Context: an optimization exercise on an open-source flow, tuned for small area, a short achievable clock period and few clock cycles per item. The choices shown serve that exercise and are no tape-out recipe. No activity file was given, so power comes from the tool's default toggle rates.

==> flow/design.v (excerpt) <==
module chirp_radar_ranger (
    input  wire        clk,
    input  wire        rst,
    input  wire        key_valid,
    input  wire [7:0]  key_char,
    input  wire        in_valid,
    output wire        in_ready,
    input  wire [15:0] mic,
    input  wire [31:0] now,
    output reg         out_valid,
    input  wire        out_ready,
    output wire [15:0] out_left,
    output reg         out_last,
    output reg         ev_valid,
    output reg         ev_kind,       
    output reg  [7:0]  ev_char,
    output wire [5:0]  ev_index,
    output reg  [13:0] ev_dist,       
    output wire [27:0] ev_amp
);
For scale: roughly 2300 cells after synthesis, about 560 flip-flops, roughly 35000 um2 of cells after synthesis.
==> module chirp_radar_ranger, before the edit <==
module chirp_radar_ranger (
    input  wire        clk,
    input  wire        rst,
    input  wire        key_valid,
    input  wire [7:0]  key_char,
    input  wire        in_valid,
    output wire        in_ready,
    input  wire [15:0] mic,
    input  wire [31:0] now,
    output reg         out_valid,
    input  wire        out_ready,
    output wire [15:0] out_left,
    output reg         out_last,
    output reg         ev_valid,
    output reg         ev_kind,       
    output reg  [7:0]  ev_char,
    output wire [5:0]  ev_index,
    output reg  [13:0] ev_dist,       
    output wire [27:0] ev_amp
);
    localparam N          = 64;
    localparam R          = 16;
    localparam [23:0] TX_PERIOD_HI = 24'd1;    
    reg        rdy;             
    reg  [5:0] icnt;            
    assign in_ready = rdy;
    wire acc = in_valid && rdy;
    reg        v0;
    reg [15:0] mic0;
    reg [31:0] now0;
    reg        k0v;
    reg  [7:0] k0c;
    reg        key_pend;
    reg  [7:0] key_q;
    reg [31:0] next_tx;
    reg        armed;           
    reg  [5:0] zero_off;
    reg        blk_tx;          
    reg        blk_det;         
    reg        busy;            
    reg        recal_q;         
    reg        warn_q;          
    reg  [3:0] tail;            
    reg        tail_act;        
    reg        rep_v;           
    reg  [6:0] rep_rel;         
    wire first0 = (icnt == 6'd1);
    wire last0  = (icnt == 6'd0);
    wire lagok0 = (icnt >= R) || (icnt == 6'd0);      
    wire step   = v0 && first0;
    wire fired   = (now0 >= next_tx);
    wire det_now = armed && !fired;
    wire is_r    = (key_q == 8'h72);
    wire       tx_now  = step ? fired : blk_tx;
    localparam [127:0] CHIRP_TAB = {8'h3F, 8'h08, 8'hA7, 8'h76, 8'hDD, 8'h9F, 8'h56, 8'h52,
                                    8'hB5, 8'h90, 8'hF7, 8'h5C, 8'h77, 8'h57, 8'h27, 8'h00};
    wire [7:0] chirp_n = CHIRP_TAB[{icnt[3:0], 3'b000} +: 8];      
    wire [7:0] left_nx = (tx_now && icnt < R) ? chirp_n : 8'd0;
    wire       last_nx = (icnt == N - 1);
    reg  [7:0] left_q;
    reg  [7:0] sk_left;
    reg        sk_last;
    assign out_left = {{8{left_q[7]}}, left_q};
    wire main_free = !out_valid || out_ready;
    always @(posedge clk) begin
        if (rst) begin
            rdy       <= 1'b0;
            out_valid <= 1'b0;
            icnt      <= 6'd0;
        end else begin
            rdy <= 1'b1;
            if (!rdy) begin
                if (main_free && out_valid) begin
                    left_q   <= sk_left;
                    out_last <= sk_last;
                end else if (out_valid) begin
                    rdy <= 1'b0;
                end
            end else if (acc) begin
                icnt <= icnt + 6'd1;
                if (main_free) begin
                    out_valid <= 1'b1;
                    left_q    <= left_nx;
                    out_last  <= last_nx;
                end else begin
                    sk_left <= left_nx;
                    sk_last <= last_nx;
                    rdy     <= 1'b0;
                end
            end else if (main_free) begin
                out_valid <= 1'b0;
            end
        end
    end
    always @(posedge clk) begin
        if (rst) begin
            v0  <= 1'b0;
            k0v <= 1'b0;
        end else begin
            v0  <= acc;
            k0v <= key_valid;
        end
        k0c  <= key_char;
        mic0 <= tail_nx ? 16'd0 : mic;
        now0 <= now;
    end
    wire        c_done;
    wire [5:0]  c_idx;
    wire [27:0] c_amp;
    wire        in_tail = tail_act;
    wire        tail_go = v0 && last0 && blk_det;
    wire        tail_nx = tail_go || (tail_act && tail != 4'd1);
    wire        c_shift = (v0 && (first0 || blk_det)) || in_tail;
    wire        c_lag   = (v0 && !first0 && blk_det && lagok0) || in_tail;
    wire        c_first = !in_tail && (icnt == R);
    wire        c_last  = (tail == 4'd1);
    assign ev_index = c_idx;
    assign ev_amp   = c_amp;
    chirp_correlator u_corr (
        .clk       (clk),
        .rst       (rst),
        .shift_en  (c_shift),
        .x         (mic0),
        .lag_v     (c_lag),
        .lag_first (c_first),
        .lag_last  (c_last),
        .done      (c_done),
        .best_idx  (c_idx),
        .best_amp  (c_amp)
    );
    always @(posedge clk) begin
        if (rst) begin
            key_pend  <= 1'b0;
            key_q     <= 8'd0;
            next_tx   <= 32'd0;
            armed     <= 1'b0;
            zero_off  <= 6'd0;
            blk_tx    <= 1'b0;
            blk_det   <= 1'b0;
            busy      <= 1'b0;
            recal_q   <= 1'b0;
            warn_q    <= 1'b0;
            tail      <= 4'd0;
            tail_act  <= 1'b0;
            rep_v     <= 1'b0;
            ev_valid  <= 1'b0;
        end else begin
            ev_valid <= 1'b0;
            rep_v    <= 1'b0;
            if (step) begin
                blk_tx  <= fired;
                blk_det <= det_now;
                armed   <= fired;
                if (fired)
                    next_tx <= {now0[31:8] + TX_PERIOD_HI, now0[7:0]};
                if (det_now)
                    busy <= 1'b1;
                if (key_pend && !is_r) begin
                    ev_char <= key_q;
                    if (busy)
                        warn_q <= 1'b1;
                    else begin
                        ev_valid <= 1'b1;
                        ev_kind  <= 1'b0;
                    end
                end
                if (key_pend && is_r) begin
                    if ((busy && !rep_v) || det_now)
                        recal_q <= 1'b1;
                    else
                        zero_off <= c_idx;
                end
            end
            tail_act <= tail_nx;
            if (tail_go)
                tail <= R - 1;
            else if (in_tail)
                tail <= tail - 4'd1;
            if (c_done) begin
                rep_v   <= 1'b1;
                rep_rel <= {1'b0, c_idx} - {1'b0, zero_off};
            end
            if (rep_v) begin
                busy      <= 1'b0;
                ev_valid  <= 1'b1;
                ev_kind   <= 1'b1;
                ev_dist   <= {{7{rep_rel[6]}}, rep_rel} * 14'd85;
                if (recal_q) begin
                    zero_off <= c_idx;
                    recal_q  <= 1'b0;
                end
            end
            if (warn_q && !busy) begin
                ev_valid <= 1'b1;
                ev_kind  <= 1'b0;
                warn_q   <= 1'b0;
            end
            if (k0v) begin
                key_pend <= 1'b1;
                key_q    <= k0c;
            end else if (step) begin
                key_pend <= 1'b0;
            end
        end
    end
endmodule
Settings: LEC_CHECK=0, CAP_MARGIN=20, CORE_MARGIN=2, CORE_UTILIZATION=40, CTS_CLUSTER_DIAMETER=90, CTS_CLUSTER_SIZE=30, SLEW_MARGIN=20, SYNTH_HIERARCHICAL=1; clock period 13.0 ns.
standard.sh (not shown) runs the stock make flow with config.mk's settings and CLKGATE_MAP_FILE= SYNTH_SCRIPT=/design/flow/synth_recipe.tcl, a recipe that flattens the netlist after the stock synthesis.
==> flow/flow/run.sh <==
#!/bin/bash
# The standard layout (the standard.sh: the standard synthesis,
# floorplan, placement, CTS, routing) at the design's clock period and
# constraints, with two settings passed on to ORFS:
#  - SETUP_SLACK_MARGIN: the resizer's setup repair aims for this much
#    slack, so it works the paths down towards the period the design can
#    reach rather than stopping once the design's period is met;
#  - BUFFER_PORTS_ARGS: the cell used for the buffer every port gets.
# The make output goes to standard_make.log; ORFS's own logs are kept under
# orfs/logs.
set -euo pipefail
MARGIN=$(cat flow/margin.txt)
PORTBUF=$(cat flow/portbuf.txt)
bash standard.sh "SETUP_SLACK_MARGIN=$MARGIN" "BUFFER_PORTS_ARGS=-buffer_cell $PORTBUF" finish > standard_make.log 2>&1
==> flow/flow/margin.txt <==
9.1
==> flow/flow/portbuf.txt <==
sky130_fd_sc_hd__buf_1
Next try:
--- a/flow/design.v
+++ b/flow/design.v
@@ -919,9 +919,17 @@
     wire det_now = armed && !fired;
     wire is_r    = (key_q == 8'h72);
     wire       tx_now  = step ? fired : blk_tx;
-    localparam [127:0] CHIRP_TAB = {8'h3F, 8'h08, 8'hA7, 8'h76, 8'hDD, 8'h9F, 8'h56, 8'h52,
-                                    8'hB5, 8'h90, 8'hF7, 8'h5C, 8'h77, 8'h57, 8'h27, 8'h00};
-    wire [7:0] chirp_n = CHIRP_TAB[{icnt[3:0], 3'b000} +: 8];      
+    reg  [7:0] chirp_n;         
+    always @(*) begin
+        case (icnt[3:0])
+            4'd0:  chirp_n = 8'sd0;     4'd1:  chirp_n = 8'sd39;    4'd2:  chirp_n = 8'sd87;
+            4'd3:  chirp_n = 8'sd119;   4'd4:  chirp_n = 8'sd92;    4'd5:  chirp_n = -8'sd9;
+            4'd6:  chirp_n = -8'sd112;  4'd7:  chirp_n = -8'sd75;   4'd8:  chirp_n = 8'sd82;
+            4'd9:  chirp_n = 8'sd86;    4'd10: chirp_n = -8'sd97;   4'd11: chirp_n = -8'sd35;
+            4'd12: chirp_n = 8'sd118;   4'd13: chirp_n = -8'sd89;   4'd14: chirp_n = 8'sd8;
+            default: chirp_n = 8'sd63;
+        endcase
+    end
     wire [7:0] left_nx = (tx_now && icnt < R) ? chirp_n : 8'd0;
     wire       last_nx = (icnt == N - 1);
     reg  [7:0] left_q;
Outcome:
- global-route usage decreases by 0.32 points
- routed wire length shrinks by 1.3%
- register-to-register slack got worse by 0.03 ns
- clock skew climbs by 0.0068 ns
- first-iteration DRC count increases by 17%
- worst setup slack improves by 0.031 ns
- clock power barely changes
- total power rises by 1.5%
- hold slack improved by 0.011 ns
- die area rose by 1.0%
- design area rose by 0.57%
- via count goes up by 0.52%
- sequential cell count climbs by 8
- non-clock buffer count went down by 12
No functional check of the RTL was part of any run of this note.

-- port drivers added, routing unchanged --
How much do the figures lean on ideal ports? The routed layouts below were timed once more, with nothing changed but the port constraints. Step 1: set_driving_cell puts a clkbuf_16 on clk and a buf_2 on each other input, an assumption about the parent block. Step 2, shift: input delay + t, output delay - t, t = (earliest + latest rising clock arrival at the registers) / 2. This alone moves slack from input paths to output paths. a / b / c = ideal ports / drivers / drivers and shift; a / b = the first two.
| run | t, ns | setup slack, ns | worst setup path at the end | cell pins on the clock port's net |
|---|---|---|---|---|
| the first run | 0.699 | 9.059 / 8.993 / 8.638 | input to register | 1 |
| the second run | 0.699 | 9.090 / 9.025 / 8.610 | input to register | 1 |
After both steps setup and hold are still met in every run listed. The setup slack of the second run, which loses most, moves by -0.065 ns with the drivers and by -0.480 ns with both steps.
